Background: an optimization exercise with open tools, aiming at small area, a short achievable clock period and few clock cycles per item. Do not read the settings as production practice. In this exercise RTL edits were held to simulation tests only and were not proved equivalent to the original.

$ cat run.sh
#!/bin/bash
# synth_recipe.tcl (not shown) runs the flow's synth.tcl, then flattens the netlist and writes it again
# the make line also repeats each setting of config.mk as NAME=value (left out here)
make -C /OpenROAD-flow-scripts/flow DESIGN_CONFIG=/design/flow/config.mk WORK_HOME=/design/flow/orfs CLKGATE_MAP_FILE= SYNTH_SCRIPT=/design/flow/synth_recipe.tcl finish
$ cat config.mk
export PLATFORM = sky130hd
export DESIGN_NAME = vrm_alu
export DESIGN_NICKNAME = vrm_alu
export VERILOG_FILES = /design/flow/design.v
export SDC_FILE = /design/flow/constraint.sdc
export NUM_CORES = 4
export LEC_CHECK = 0
export ABC_CLOCK_PERIOD_IN_PS = 6000
export CAP_MARGIN = 20
export CORE_MARGIN = 2
export CORE_UTILIZATION = 40
export SETUP_SLACK_MARGIN = 4
export SLEW_MARGIN = 20
$ cat constraint.sdc
create_clock -name core_clock -period 12.0 [get_ports {clk}]
set_input_delay 2.4000 -clock core_clock [delete_from_list [all_inputs] [get_ports {clk}]]
set_output_delay 2.4000 -clock core_clock [all_outputs]
set_load 0.01 [all_outputs]
$ cat design.v
module vrm_alu (
    input  wire        clk,
    input  wire        rst,         
    input  wire        in_valid,
    output wire        in_ready,
    input  wire [2:0]  op,          
    input  wire [39:0] tmp,         
    input  wire [39:0] mem,         
    output reg         out_valid,
    output reg  [39:0] res,         
    output reg  [1:0]  status,      
    output reg  [1:0]  cmp          
);
    localparam OP_AD = 3'd0;
    localparam OP_SB = 3'd1;
    localparam OP_ML = 3'd2;
    localparam OP_MD = 3'd3;
    localparam OP_DV = 3'd4;
    localparam OP_CP = 3'd5;
    localparam ST_OK     = 2'd0;
    localparam ST_OVF    = 2'd1;
    localparam ST_NONNUM = 2'd2;
    localparam C_EQUAL = 2'd0;
    localparam C_LESS  = 2'd1;
    localparam C_MORE  = 2'd2;
    function [23:0] bcd_dbl(input [23:0] x);
        integer i;
        reg [3:0] d;
        reg       c;
        begin
            c = 1'b0;
            for (i = 0; i < 6; i = i + 1) begin
                d = x[i*4 +: 4];
                bcd_dbl[i*4 +: 4] = {(d >= 4'd5) ? (d[2:0] - 3'd5) : d[2:0], c};
                c = (d >= 4'd5);
            end
        end
    endfunction
    function [20:0] bcd_as(input [19:0] p, input [23:0] e, input sub);
        integer i;
        reg [3:0] ed;
        reg [4:0] s [0:4];
        reg [4:0] t;
        reg [5:0] c;
        reg [4:0] g, pr;
        begin
            for (i = 0; i < 5; i = i + 1) begin
                ed = sub ? (4'd9 - e[i*4 +: 4]) : e[i*4 +: 4];
                s[i] = {1'b0, p[i*4 +: 4]} + {1'b0, ed};
                g[i]  = (s[i] >= 5'd10);
                pr[i] = (s[i] == 5'd9);
            end
            c[0] = sub;
            for (i = 0; i < 5; i = i + 1)
                c[i+1] = g[i] | (pr[i] & c[i]);
            for (i = 0; i < 5; i = i + 1) begin
                t = s[i] + {4'd0, c[i]};
                bcd_as[i*4 +: 4] = (t >= 5'd10) ? (t[3:0] + 4'd6) : t[3:0];
            end
            bcd_as[20] = (sub ? ~c[5] : c[5]) | (e[23:20] != 4'd0);
        end
    endfunction
    function is_digit(input [7:0] ch);
        is_digit = (ch[7:4] == 4'h3) && (ch[3:0] <= 4'd9);
    endfunction
    function [19:0] nibs(input [39:0] w);
        nibs = {w[35:32], w[27:24], w[19:16], w[11:8], w[3:0]};
    endfunction
    function [39:0] ascii(input [19:0] n);
        ascii = {4'h3, n[19:16], 4'h3, n[15:12], 4'h3, n[11:8], 4'h3, n[7:4], 4'h3, n[3:0]};
    endfunction
    function [2:0] lzd(input [19:0] n);
        lzd = (n[19:16] != 0) ? 3'd0 :
              (n[15:12] != 0) ? 3'd1 :
              (n[11:8]  != 0) ? 3'd2 :
              (n[7:4]   != 0) ? 3'd3 :
              (n[3:0]   != 0) ? 3'd4 : 3'd5;
    endfunction
    function [19:0] dshl(input [19:0] n, input [2:0] k);
        case (k)
            3'd0: dshl = n;
            3'd1: dshl = {n[15:0], 4'd0};
            3'd2: dshl = {n[11:0], 8'd0};
            3'd3: dshl = {n[7:0], 12'd0};
            default: dshl = {n[3:0], 16'd0};
        endcase
    endfunction
    localparam S_IDLE = 2'd0;
    localparam S_A    = 2'd1;    
    localparam S_B    = 2'd2;    
    reg [1:0]  state;
    reg        is_mul;           
    reg        is_dv;
    reg        first;            
    reg        ovf;              
    reg [2:0]  pos;              
    reg [19:0] x;                
    reg [19:0] q;                
    assign in_ready = (state == S_IDLE);
    wire [19:0] an = nibs(tmp);
    wire [19:0] bn = nibs(mem);
    wire a_num = is_digit(tmp[39:32]) & is_digit(tmp[31:24]) & is_digit(tmp[23:16]) &
                 is_digit(tmp[15:8])  & is_digit(tmp[7:0]);
    wire b_num = is_digit(mem[39:32]) & is_digit(mem[31:24]) & is_digit(mem[23:16]) &
                 is_digit(mem[15:8])  & is_digit(mem[7:0]);
    wire both_num = a_num & b_num;
    wire b_zero = (mem == 40'h3030303030);
    wire eq = (tmp == mem);
    wire lt = (tmp < mem);
    wire [1:0] cmp_in = eq ? C_EQUAL : lt ? C_LESS : C_MORE;
    wire [2:0] lza = lzd(an);
    wire [2:0] lzb = lzd(bn);
    wire [3:0] lzsum = {1'b0, lza} + {1'b0, lzb};
    wire ml_big  = (lzsum <= 4'd3);
    wire ml_zero = (lza == 3'd5) | (lzb == 3'd5);
    wire [2:0] ksh = (op == OP_ML) ? lzb : (lzb - lza);
    wire [19:0] x_in = dshl(bn, ksh);
    wire        ph_a = (state == S_A);
    wire [19:0] m1   = is_mul ? nibs(res) : x;
    wire [23:0] m2   = bcd_dbl({4'd0, m1});
    wire [23:0] m4   = bcd_dbl(m2);
    wire [23:0] m8   = bcd_dbl(m4);
    wire [3:0]  dig  = x[19:16];
    wire        use1 = ph_a ? dig[3] : dig[1];
    wire        use2 = ph_a ? dig[2] : dig[0];
    wire [23:0] e1   = (ph_a ? m8 : m2)         & {24{~is_mul | use1}};
    wire [23:0] e2   = (ph_a ? m4 : {4'd0, m1}) & {24{~is_mul | use2}};
    wire        sub  = ~is_mul;
    wire        busy = (state != S_IDLE);
    wire [19:0] p1   = busy ? ((is_mul & ph_a) ? {q[15:0], 4'd0} : q) : an;
    wire [23:0] e1x  = busy ? e1 : {4'd0, bn};
    wire        sub1 = busy ? sub : (op == OP_SB);
    wire [20:0] u1   = bcd_as(p1, e1x, sub1);
    wire        k1   = sub ? ~u1[20] : 1'b1;           
    wire [19:0] r1   = k1 ? u1[19:0] : q;
    wire [20:0] u2   = bcd_as(r1, e2, sub);
    wire        k2   = sub ? ~u2[20] : 1'b1;
    wire [19:0] r2   = k2 ? u2[19:0] : r1;
    wire        ovf_step = is_mul & ((ph_a & (q[19:16] != 4'd0)) | u1[20] | u2[20]);
    wire        last = (state == S_B) && (pos == 3'd0);
    always @(posedge clk) begin
        if (rst) begin
            state     <= S_IDLE;
            out_valid <= 1'b0;
        end else begin
            out_valid <= 1'b0;
            case (state)
                S_IDLE: begin
                    if (in_valid) begin
                        res    <= tmp;
                        cmp    <= cmp_in;
                        status <= ST_OK;
                        out_valid <= 1'b1;
                        x      <= x_in;
                        q      <= (op == OP_ML) ? 20'd0 : an;
                        is_mul <= (op == OP_ML);
                        is_dv  <= (op == OP_DV);
                        first  <= 1'b1;
                        ovf    <= 1'b0;
                        pos    <= (op == OP_ML) ? (3'd4 - lzb) : (lzb - lza);
                        if (op == OP_CP) begin
                        end else if ((op == OP_DV || op == OP_MD) && b_zero) begin
                            status <= ST_OVF;
                        end else if (!both_num) begin
                            status <= ST_NONNUM;
                        end else begin
                            case (op)
                                OP_AD, OP_SB: begin
                                    if (u1[20]) status <= ST_OVF;
                                    else        res    <= ascii(u1[19:0]);
                                end
                                OP_ML: begin
                                    if (ml_big) status <= ST_OVF;
                                    else if (ml_zero) res <= ascii(20'd0);
                                    else begin
                                        out_valid <= 1'b0;
                                        state     <= S_A;
                                    end
                                end
                                default: begin   
                                    if (lt) begin
                                        if (op == OP_DV) res <= ascii(20'd0);
                                    end else begin
                                        out_valid <= 1'b0;
                                        state     <= S_A;
                                    end
                                end
                            endcase
                        end
                    end
                end
                S_A: begin
                    state <= S_B;
                    first <= 1'b0;
                    if (is_mul) begin
                        q   <= r2;
                        ovf <= ovf | ovf_step;
                    end else begin
                        q <= r2;
                        {res[35:32], res[27:24], res[19:16], res[11:8], res[3:0]} <=
                            {first ? 16'd0 : nibs(res[31:0]), k1, k2, 2'b00};
                    end
                end
                S_B: begin
                    q     <= r2;
                    x     <= is_mul ? {x[15:0], 4'd0} : {4'd0, x[19:4]};
                    pos   <= pos - 3'd1;
                    state <= last ? S_IDLE : S_A;
                    if (is_mul) begin
                        ovf <= ovf | ovf_step;
                        if (last) begin
                            out_valid <= 1'b1;
                            if (ovf | ovf_step) status <= ST_OVF;
                            else {res[35:32], res[27:24], res[19:16], res[11:8], res[3:0]} <= r2;
                        end
                    end else begin
                        if (last) begin
                            out_valid <= 1'b1;
                            if (!is_dv)
                                {res[35:32], res[27:24], res[19:16], res[11:8], res[3:0]} <= r2;
                            else
                                {res[3], res[2], res[1], res[0]} <= {res[3], res[2], k1, k2};
                        end else begin
                            {res[1], res[0]} <= {k1, k2};
                        end
                    end
                end
                default: state <= S_IDLE;
            endcase
        end
    end
endmodule
==> results of run 1 <==
## metal layers
| metal | track usage (%) | up-vias | wire, µm |
|---|---|---|---|
| li1 | - | 6701 | - |
| met1 | 42.1 | 7177 | 24100 |
| met2 | 50.3 | 714 | 26100 |
| met3 | 5.79 | 155 | 4970 |
| met4 | 13.9 | 0 | 2850 |
| met5 | 0 | - | 0 |
## cells by family after synthesis
kind of cell	share of synthesized area (%)
buffers and inverters	6.75
multiplexers	9.56
flip-flops	20.5
adder cells (fa/ha/maj)	16.3
AO/OA/AOI/OAI	24.5
XOR/XNOR	4.79
AND/OR/NAND/NOR	17.6
## metrics by stage
step / std cells / area (µm²)
after CTS: 2346 / 18700
after detailed placement: 2198 / 15800
after floorplan: 1675 / 14100
after global routing: 2392 / 19600
final: 2392 / 19600
after global placement: 2198 / 15800
## Yosys cell counts, types with 10 or more instances
library cell / instances / share of area [%]
xor2_1: 20 / 1.3
nand2b_1: 19 / 0.87
nand2_1: 153 / 4.2
mux2_2: 33 / 2.7
clkbuf_1: 77 / 2.1
a22oi_1: 20 / 1.1
and2_1: 11 / 0.51
nor2_1: 109 / 3.0
a21oi_1: 125 / 4.6
o31ai_1: 10 / 0.55
xnor2_1: 50 / 3.2
fa_1: 11 / 1.6
o22ai_1: 15 / 0.69
a211oi_1: 19 / 1.0
o21ai_0: 108 / 4.0
nor4_1: 13 / 0.60
o211ai_1: 18 / 0.99
mux2i_1: 79 / 5.8
and3_1: 15 / 0.69
a211o_1: 18 / 1.2
a22o_1: 10 / 0.64
or2_2: 15 / 0.69
edfxtp_1: 91 / 20
nor3_1: 26 / 0.96
nand3_1: 35 / 1.3
inv_1: 139 / 3.8
a32oi_1: 12 / 0.77
a21o_1: 28 / 1.5
o21a_1: 13 / 0.72
nand4_1: 20 / 0.92
ha_1: 160 / 15
nor2b_1: 29 / 1.3
## sequential cells by signal, summed over array words and instances, names as in the netlist
signal     cells
pos            3
status         2
state          2
first          1
x             20
res           40
ovf            1
out_valid      1
q             20
cmp            2
is_mul         1
is_dv          1
## area by class of cell
type	count	area [µm²]	area share, %
Tap cell	448	561	2.86
Timing Repair Buffer	349	3290	16.7
Clock inverter	7	67.6	0.344
Multi-Input combinational cell	1345	12200	62.0
Clock buffer	9	225	1.15
Sequential cell	94	2790	14.2
Inverter	140	534	2.72
## worst max-delay path, delay by kind of cell, from the launching register on
kind / cells / cell delay, ns
buffers and inverters: 7 / 0.90
AO/OA/AOI/OAI: 16 / 3.43
AND/OR/NAND/NOR: 12 / 1.96
flip-flops: 1 / 0.45
adder cells (fa/ha/maj): 7 / 1.93
XOR/XNOR: 5 / 0.83
multiplexers: 2 / 0.52
## path summary, 6_finish.rpt
kind | startpoint | end | slack, ns | cells past startpoint
min | state[1] | state[1] | 0.55 | 2
max | is_mul | res[2] | 1.67 | 49
max reg2reg | is_mul | res[2] | 1.67 | 49
min reg2reg | state[1] | state[1] | 0.55 | 2
## timing repair
item / 4_1_cts / 5_1_grt
endpoints found under the hold margin: 0 / 0
resized for setup: 293 / 97
pin swaps: 126 / 109
hold buffers: 0 / 0
setup buffers: 130 / 45
setup endpoints to repair: 63 / 63
gates cloned: 2 / 1
==> reports/qor.csv, run 1 <==
stage,metric,value,unit
status,status,no timing/DRC/antenna violations,
setup_path,Crit-path slowest cell,edfxtp_1,
clocking,Root Driver,clkbuf_16,
final_layout,Area Growth Syn to Fin,44.2,%
sta,TNS Setup,0,ns
clocking,Skew-Pair Late Insertion Delay,0.37,ns
sta,Slew headroom,25.6,%
grt,largest net degree at the start of global routing,56,
synthesis,asr flop ratio synth,0,%
synthesis,Post-synth EDFFs,91,
die,num ports,132,
setup_path,CP endpoint kind,register,
setup_path,largest incremental delay on the critical path,0.45,ns
detailed_routing,Via density,6.17,
final_layout,Layout Utilization,58.5,%
clocking,Clock Path Buffers,2,
sta,Final Slew Violations,0,
detailed_routing,DR iter-0 viols,1502,
grt,first-pass GRT wire length,85.9,mm
sta,setup violators final,0,
final_layout,most frequent cells in the layout,"buf_4 (168), nand2_1 (140), clkdlybuf4s50_1 (131), inv_1 (125), ha_1 (113)",
setup_path,Critical Path Most Common Cell,ha_2,
setup_path,CP required,12.10,ns
synthesis,syn avg cell area,8.13,µm²
clocking,CTS tree,done,
detailed_routing,Detail Route Antenna Nets,0,
synthesis,top_reg_cell synth,edfxtp_1,
sta,measured slew at the worst slew-check pin,1.11,ns
grt,vias in the first global route,14155,
sta,fmax,96.8,MHz
clocking,CTS buffer count,9,
setup_path,CP Max Fanout,6,
worst_hold_path,min-delay worst type,reg -> reg,
detailed_routing,WL final,58.0,mm
setup_path,Setup Crit Path Kind,reg -> reg,
synthesis,synthesis warning total,3,
die,Core ar.,0.0335,mm²
synthesis,Mapped Area,0.0136,mm²
final_layout,"commonest non-fill, non-tap cell in the layout",buf_4,
grt,initial antenna violation count,0,
die,std cell rows,67,
sta,final hold violation count,0,
final_layout,# fillers,2902,
grt,Total Routing Usage GR,31.7,%
place,IO buf count,131,
sta,Tmin final,10.33,ns
place,post-DP HPWL,42.6,mm
sta,RSZ-0062 raised after global routing,yes,
clocking,Clock Pin Slew Worst Setup and Hold Paths,0.08,ns
setup_path,Worst Setup Start Kind,register,
synthesis,register bit count reported by yosys,94,
sta,Hold WS,0.547,ns
detailed_routing,wire per inst,24.2,µm
sta,final worst setup slack,1.67,ns
die,Total Die Area,0.0355,mm²
die,Die Ht,188,µm
die,Initial Util,40.6,%
synthesis,library cells used by synthesis,88,
final_layout,Layout Nets,2196,
clocking,H-tree Lvls,3,
setup_path,crit path DAT,10.44,ns
place,Place WS,-0.0157,ns
detailed_routing,DRC violations left,0,
die,die width,188,µm
synthesis,Synthesized Nets,1932,
detailed_routing,Via Count,14747,
synthesis,post-synthesis sequential area ratio,20.5,%
sta,"Period Utilization, post-route",86.1,%
final_layout,share of layout cells above drive strength 1,30.8,%
grt,grt ovf,0,
detailed_routing,DR pass1 iterations,6,
clocking,clock sink count,94,
flow_run,max_cap viols,0,
place,GP Congestion,0.975,
synthesis,Syn Inst Count,1675,
final_layout,# diodes,0,
sta,Setup Skew,0.00928,ns
Testbench counts, summed over its fixed seeds: cycles 9,050, ops 4,800.
==> run 2, diff against run 1 <==
--- a/config.mk
+++ b/config.mk
@@ -7,3 +7,3 @@
 export LEC_CHECK = 0
-export ABC_CLOCK_PERIOD_IN_PS = 6000
+export ABC_CLOCK_PERIOD_IN_PS = 4000
 export CAP_MARGIN = 20
@@ -11,3 +11,3 @@
 export CORE_UTILIZATION = 40
-export SETUP_SLACK_MARGIN = 4
+export SETUP_SLACK_MARGIN = 5
 export SLEW_MARGIN = 20
==> run 2 against run 1 <==
  * Register-to-register slack hardly changed
  * Sequential share of layout area hardly changed
  * Largest cell class unchanged
  * Die area is the same
  * Highest routed layer unchanged
  * Worst setup slack worse by 0.0035 ns
  * Critical endpoint unchanged
  * Fmax about the same
  * Utilization grew 0.12 points
  * Clock skew is 0.0028 ns higher
==> reports/qor.csv, run 2 <==
stage,metric,value,unit,change
final_layout,Layout Utilization,58.6,%,was 58.5%
sta,RSZ-0062 raised after global routing,yes,,unchanged
grt,first-pass GRT wire length,85.9,mm,unchanged
setup_path,Critical Path Most Common Cell,ha_2,,unchanged
synthesis,Post-synth EDFFs,91,,unchanged
final_layout,Area Growth Syn to Fin,44.5,%,was 44.2%
setup_path,Crit-path slowest cell,edfxtp_1,,unchanged
sta,final worst setup slack,1.66,ns,was 1.67 ns
detailed_routing,DRC violations left,0,,unchanged
detailed_routing,Detail Route Antenna Nets,0,,unchanged
clocking,Skew-Pair Late Insertion Delay,0.37,ns,about the same
synthesis,Adder-Cell Fraction of Synth Area,16.3,%,unchanged
grt,initial antenna violation count,0,,unchanged
synthesis,largest family of logic cells by synthesized area,compound AO/OA/AOI/OAI gates,,unchanged
setup_path,Worst path top cell family by delay,compound AO/OA/AOI/OAI gates,,unchanged
sta,Slew headroom,25.3,%,was 25.6%
final_layout,most frequent cells in the layout,"buf_4 (169), nand2_1 (140), clkdlybuf4s50_1 (131), inv_1 (125), ha_1 (113)",,"was buf_4 (168), nand2_1 (140), clkdlybuf4s50_1 (131), inv_1 (125), ha_1 (113)"
synthesis,register bit count reported by yosys,94,,unchanged
die,Initial Util,40.6,%,unchanged
final_layout,Layout Nets,2199,,was 2196
place,Place WS,-0.0157,ns,unchanged
setup_path,CP endpoint kind,register,,unchanged
worst_hold_path,min-delay worst type,reg -> reg,,unchanged
die,Core ar.,0.0335,mm²,unchanged
setup_path,crit path DAT,10.44,ns,about the same
synthesis,Post-Synth XOR/XNOR Area,4.79,%,unchanged
synthesis,post-synthesis sequential area ratio,20.5,%,unchanged
final_layout,"commonest non-fill, non-tap cell in the layout",buf_4,,unchanged
synthesis,Yosys top cell by area,edfxtp_1,,unchanged
synthesis,synthesis warning total,3,,unchanged
synthesis,asr flop ratio synth,0,%,unchanged
final_layout,max reg flops,40,,unchanged
die,die width,188,µm,unchanged
synthesis,most frequent cell after synthesis,ha_1,,unchanged
setup_path,worst path buffer plus inverter count,7,,unchanged
die,std cell rows,67,,unchanged
place,Placed Area,0.0158,mm²,unchanged
sta,Tmin final,10.34,ns,was 10.33 ns
sta,Setup Skew,0.0120,ns,was 0.00928 ns
synthesis,library cells used by synthesis,88,,unchanged
flow_run,max_cap viols,0,,unchanged
clocking,Clock Path Buffers,2,,unchanged
final_layout,Biggest register,res,,unchanged
place,IO buf count,131,,unchanged
synthesis,syn avg cell area,8.13,µm²,unchanged
detailed_routing,Via Count,14786,,was 14747
grt,largest net degree at the start of global routing,56,,unchanged
sta,Final Slew Violations,0,,unchanged
final_layout,biggest regs,"res x40, q x20, x x20",,unchanged
die,Die Ht,188,µm,unchanged
synthesis,Mapped Area,0.0136,mm²,unchanged
synthesis,ranking of synthesized cells by area,"edfxtp_1 (20%), ha_1 (15%), mux2i_1 (5.8%), a21oi_1 (4.6%), nand2_1 (4.2%)",,unchanged
sta,TNS Setup,0,ns,unchanged
synthesis,proportion of synthesized area in mux cells,9.56,%,unchanged
sta,fmax,96.7,MHz,was 96.8 MHz
place,GP Congestion,0.975,,unchanged
clocking,CTS buffer count,9,,unchanged
detailed_routing,DR iter-0 viols,1623,,was 1502
clocking,clock sink count,94,,unchanged
final_layout,design area,0.0197,mm²,was 0.0196 mm²
setup_path,Setup Crit Path Kind,reg -> reg,,unchanged
setup_path,CP required,12.10,ns,about the same
clocking,Root Driver,clkbuf_16,,unchanged
clocking,H-tree Lvls,3,,unchanged
setup_path,Worst Setup Start Kind,register,,unchanged
sta,final hold violation count,0,,unchanged
setup_path,largest incremental delay on the critical path,0.45,ns,about the same
clocking,CTS tree,done,,unchanged
detailed_routing,WL final,58.1,mm,was 58.0 mm
die,num ports,132,,unchanged
setup_path,CP Max Fanout,6,,unchanged
grt,grt ovf,0,,unchanged
sta,measured slew at the worst slew-check pin,1.12,ns,was 1.11 ns
synthesis,simple-gate area share of the yosys netlist,17.6,%,unchanged
synthesis,Synthesized Nets,1932,,unchanged
place,post-DP HPWL,42.6,mm,unchanged
detailed_routing,Via density,6.17,,about the same
sta,"Period Utilization, post-route",86.1,%,about the same
grt,vias in the first global route,14155,,unchanged
final_layout,share of layout cells above drive strength 1,30.9,%,was 30.8%
synthesis,Commonest cells post-synth,"ha_1 (160), nand2_1 (153), inv_1 (139)",,unchanged
status,status,no timing/DRC/antenna violations,,unchanged
sta,setup violators final,0,,unchanged
synthesis,area share of the largest cell type after synthesis,20.1,%,unchanged
grt,Total Routing Usage GR,31.7,%,unchanged
die,Total Die Area,0.0355,mm²,unchanged
synthesis,top_reg_cell synth,edfxtp_1,,unchanged
synthesis,Synth Area in Compound Gates,24.5,%,unchanged
clocking,Clock Pin Slew Worst Setup and Hold Paths,0.09,ns,was 0.08 ns
detailed_routing,wire per inst,24.2,µm,about the same
final_layout,# fillers,2903,,was 2902
final_layout,# diodes,0,,unchanged
detailed_routing,DR pass1 iterations,5,,was 6
synthesis,Syn Inst Count,1675,,unchanged
run 2: cell types whose count changed in the layout (fill, tap and decap cells not counted), sizes merged:
cell,change
buf,+3
run 2: cells by family (layout without fill, tap and decap cells):
kind of cell,after synthesis,in the layout
flops,94,94
fa+ha+maj,171,171
xor+xnor,72,72
buf+inv,236,508
mux,120,120
simple gates,485,485
compound gates,497,497
run 2: worst paths after layout:
path | startpoint | endpoint | slack (ns) | cells after the start
worst min-delay path | state[1] | state[1] | 0.55 | 2
worst max register to register | is_mul | res[2] | 1.66 | 47
worst min register to register | state[1] | state[1] | 0.55 | 2
worst max-delay path | is_mul | res[2] | 1.66 | 47
run 2: cell type report:
cell class / count / area (µm²) / share of cell area (%)
multi-input cells: 1345 / 12200 / 61.8
repair buffers: 352 / 3330 / 16.9
flip-flops and latches: 94 / 2790 / 14.2
well taps: 448 / 561 / 2.85
inverters: 140 / 534 / 2.72
clock buffers: 9 / 225 / 1.15
clock inverters: 7 / 67.6 / 0.344
run 2: stage by stage:
step | cells | hold WS (ns)
floorplan | 1675 | 0.486
global placement | 2198 | 0.526
detailed placement | 2198 | 0.535
CTS | 2346 | 0.548
global route | 2395 | 0.563
finish | 2395 | 0.551
run 2: layer usage:
metal	share of wire (%)	track usage (%)
met1	41	42.1
met2	45	50.3
met3	9.4	5.79
met4	4.9	13.9
met5	0	0
run 2: timing repair:
| action | 4_1_cts | 5_1_grt |
|---|---|---|
| gates resized for setup | 293 | 99 |
| endpoints found under the setup margin | 64 | 64 |
| pin swaps | 126 | 109 |
| setup buffers | 130 | 48 |
| hold buffers | 0 | 0 |
| gates cloned | 2 | 1 |
run 2: worst register-to-register path, delay by kind of cell, from the launching register on:
| kind | cells | cell delay (ns) |
|---|---|---|
| xor gates and xnor gates | 4 | 0.71 |
| AOI/OAI and AO/OA | 16 | 3.37 |
| muxes | 3 | 0.96 |
| buffers and inverters | 7 | 0.98 |
| adders and majority gates | 6 | 1.78 |
| DFF | 1 | 0.45 |
| and+or+nand+nor | 11 | 1.82 |
==> run 3, diff against run 2 <==
--- a/config.mk
+++ b/config.mk
@@ -7,3 +7,2 @@
 export LEC_CHECK = 0
-export ABC_CLOCK_PERIOD_IN_PS = 4000
 export CAP_MARGIN = 20
@@ -11,3 +10,2 @@
 export CORE_UTILIZATION = 40
-export SETUP_SLACK_MARGIN = 5
 export SLEW_MARGIN = 20
==> run 3 against run 2 <==
  * Worst setup slack worse by 1.1 ns
  * Still clean on timing, DRC and antenna
  * First-iteration DRC count down 4.6%
==> reports/qor.csv, run 3 <==
stage,metric,value,unit,change
sta,measured slew at the worst slew-check pin,1.20,ns,was 1.12 ns
setup_path,Worst path top cell family by delay,compound AO/OA/AOI/OAI gates,,unchanged
grt,largest net degree at the start of global routing,55,,was 56
sta,"Period Utilization, post-route",94.9,%,was 86.1%
synthesis,synthesis warning total,3,,unchanged
clocking,Clock Path Buffers,2,,unchanged
setup_path,CP endpoint kind,register,,unchanged
sta,Setup Skew,0.0211,ns,was 0.0120 ns
synthesis,Mapped Area,0.0136,mm²,unchanged
final_layout,share of layout cells above drive strength 1,10.8,%,was 30.9%
final_layout,most frequent cells in the layout,"nand2_1 (153), ha_1 (153), inv_1 (139), clkdlybuf4s50_1 (131), a21oi_1 (117)",,"was buf_4 (169), nand2_1 (140), clkdlybuf4s50_1 (131), inv_1 (125), ha_1 (113)"
die,Die Ht,188,µm,unchanged
clocking,clock sink count,94,,unchanged
setup_path,CP Depth,50,,was 47
detailed_routing,wire per inst,24.1,µm,was 24.2 µm
place,post-placement cell count,2199,,was 2198
final_layout,max reg flops,40,,unchanged
die,Initial Util,40.6,%,unchanged
setup_path,Worst Setup Start Kind,register,,unchanged
final_layout,Non-Filler Instances,2224,,was 2395
grt,vias in the first global route,12748,,was 14155
synthesis,Yosys top cell by area,edfxtp_1,,unchanged
synthesis,post-synthesis sequential area ratio,20.5,%,unchanged
setup_path,Reg2Reg Depth,50,,was 47
detailed_routing,WL final,53.6,mm,was 58.1 mm
setup_path,crit path DAT,11.51,ns,was 10.44 ns
sta,final hold violation count,0,,unchanged
sta,Tmin final,11.39,ns,was 10.34 ns
status,status,no timing/DRC/antenna violations,,unchanged
synthesis,top_reg_cell synth,edfxtp_1,,unchanged
clocking,CTS tree,done,,unchanged
clocking,CTS buffer count,9,,unchanged
synthesis,asr flop ratio synth,0,%,unchanged
final_layout,Biggest register,res,,unchanged
place,IO buf count,131,,unchanged
synthesis,Commonest cells post-synth,"ha_1 (160), nand2_1 (153), inv_1 (139)",,unchanged
worst_hold_path,min-delay src,state[1],,unchanged
die,std cell rows,67,,unchanged
sta,Slew headroom,19.9,%,was 25.3%
synthesis,syn avg cell area,8.13,µm²,unchanged
setup_path,reg2reg end,res[17],,was res[2]
detailed_routing,DR pass1 iterations,5,,unchanged
clocking,Root Driver,clkbuf_16,,unchanged
grt,grt ovf,0,,unchanged
sta,Final Slew Violations,0,,unchanged
setup_path,reg2reg setup slack,0.61,ns,was 1.66 ns
setup_path,largest incremental delay on the critical path,0.49,ns,was 0.45 ns
grt,first-pass GRT wire length,79.1,mm,was 85.9 mm
final_layout,# diodes,0,,unchanged
final_layout,biggest regs,"res x40, q x20, x x20",,unchanged
clocking,Clock Pin Slew Worst Setup and Hold Paths,0.08,ns,was 0.09 ns
setup_path,CP required,12.12,ns,was 12.10 ns
clocking,hold_buf cts,0,,unchanged
sta,TNS Setup,0,ns,unchanged
detailed_routing,Detail Route Antenna Nets,0,,unchanged
die,Total Die Area,0.0355,mm²,unchanged
detailed_routing,Via Count,13663,,was 14786
synthesis,library cells used by synthesis,88,,unchanged
clocking,H-tree Lvls,3,,unchanged
place,GP Congestion,1.01,,was 0.975
setup_path,Setup Crit Path Kind,reg -> reg,,unchanged
die,die width,188,µm,unchanged
worst_hold_path,min-delay worst type,reg -> reg,,unchanged
setup_path,Crit-path slowest cell,edfxtp_1,,unchanged
setup_path,worst reg2reg startpoint,is_mul,,unchanged
place,post-DP HPWL,42.0,mm,was 42.6 mm
synthesis,register bit count reported by yosys,94,,unchanged
setup_path,crit path capture,res[17],,was res[2]
synthesis,area share of the largest cell type after synthesis,20.1,%,unchanged
setup_path,CP startpoint,is_mul,,unchanged
synthesis,Syn Inst Count,1675,,unchanged
synthesis,ranking of synthesized cells by area,"edfxtp_1 (20%), ha_1 (15%), mux2i_1 (5.8%), a21oi_1 (4.6%), nand2_1 (4.2%)",,unchanged
synthesis,Post-synth EDFFs,91,,unchanged
sta,fmax,87.8,MHz,was 96.7 MHz
detailed_routing,DR iter-0 viols,1548,,was 1623
flow_run,max_cap viols,0,,unchanged
setup_path,worst path buffer plus inverter count,6,,was 7
synthesis,most frequent cell after synthesis,ha_1,,unchanged
die,Core ar.,0.0335,mm²,unchanged
final_layout,Area Growth Syn to Fin,18.7,%,was 44.5%
setup_path,Critical Path Most Common Cell,ha_1,,was ha_2
final_layout,Layout Nets,2028,,was 2199
clocking,Skew-Pair Late Insertion Delay,0.38,ns,was 0.37 ns
setup_path,CP Max Fanout,25,,was 6
grt,Total Routing Usage GR,29.3,%,was 31.7%
detailed_routing,DRC violations left,0,,unchanged
synthesis,Synthesized Nets,1932,,unchanged
die,num ports,132,,unchanged
sta,setup violators final,0,,unchanged
grt,initial antenna violation count,0,,unchanged
detailed_routing,Via density,6.14,,was 6.17
-- run 3: cell counts after synthesis --
No cell type changed its count.
-- run 3: how the worst min path moves through the flow --
stage,end,slack (ns),cells after the start
6_report,state[1],0.55,2
5_1_grt,state[1],0.56,2
4_1_cts,state[1],0.54,2
3_5_place_dp,state[1],0.53,2
3_3_place_gp,state[1],0.52,2
2_1_floorplan,state[1],0.49,2
-- run 3: final cells by class --
class                   instances  area [µm²]
fillers                      3287       17400
multi-input cells            1345       10200
flip-flops and latches         94        2790
repair buffers                181        1740
well taps                     448         561
inverters                     140         526
clock buffers                   9         225
clock inverters                 7        86.3
-- run 3: worst register-to-register path, delay by kind of cell (launching register included) --
family          cells  cell delay, ns
buf+inv             6            0.90
fa+ha+maj          10            2.69
flops               1            0.49
compound gates     16            3.92
mux                 2            0.51
simple gates        9            1.16
xor+xnor            7            1.47
-- run 3: logic make-up after synthesis --
logic type / count (synthesis) / share of synthesized area [%]
flops: 94 / 20.5
compound gates: 497 / 24.5
simple gates: 485 / 17.6
xor+xnor: 72 / 4.79
mux: 120 / 9.56
buf+inv: 236 / 6.75
fa+ha+maj: 171 / 16.3
-- run 3: layer usage --
metal | up-vias | global-route usage, % | wire length [µm]
met3 | 92 | 4.15 | 4680
met4 | 0 | 11.5 | 2140
met2 | 638 | 44.9 | 23300
li1 | 6376 | - | -
met5 | - | 0 | 0
met1 | 6557 | 41.5 | 23500
-- run 3: repair_timing --
item | CTS | global route
hold endpoints to repair | 0 | 0
gates resized for setup | 1 | 55
pin swaps | 0 | 9
setup endpoints to repair | 1 | 60
buffers inserted | 0 | 7
cloned | 0 | 2
-- run 3: through the flow --
step | util, % | area, µm² | hold WS (ns) | setup WS [ns]
6_report | 48.2 | 16200 | 0.546 | 0.611
5_1_grt | 48.2 | 16200 | 0.556 | -0.112
4_1_cts | 47.1 | 15800 | 0.538 | 0.0963
3_5_place_dp | 46.1 | 15500 | 0.527 | 0.00667
3_3_place_gp | 46.1 | 15500 | 0.516 | 0.369
2_1_floorplan | - | 13600 | 0.486 | 0.542

## static timing again, ports no longer ideal
Ports are ideal in the flow. The routed layouts listed here were re-timed in OpenROAD.
Step 1, drivers: a clkbuf_16 drives clk and a buf_2 each remaining input, both assumed.
Step 2 also shifts input and output timing later by t, the mid clock arrival at the registers, as if the neighbouring blocks saw the same clock.
Slacks: ideal ports / drivers / drivers and shift; pairs: ideal ports / drivers.
run	t, ns	setup slack, ns	worst setup path at the end	latest minus earliest clock arrival (ns)	worst data-port slew with drivers (ns)
run 1	0.413	1.667 / 1.667 / 1.497	input to register	0.016 / 0.016	0.07
run 2	0.411	1.664 / 1.664 / 1.515	input to register	0.018 / 0.017	0.06
run 3	0.411	0.611 / 0.611 / 0.598	input to register	0.023 / 0.023	0.08
After both steps every run listed still meets setup and hold. The setup slack of run 1, which loses most, moves by 0.000 ns with the drivers and by -0.170 ns with both steps.
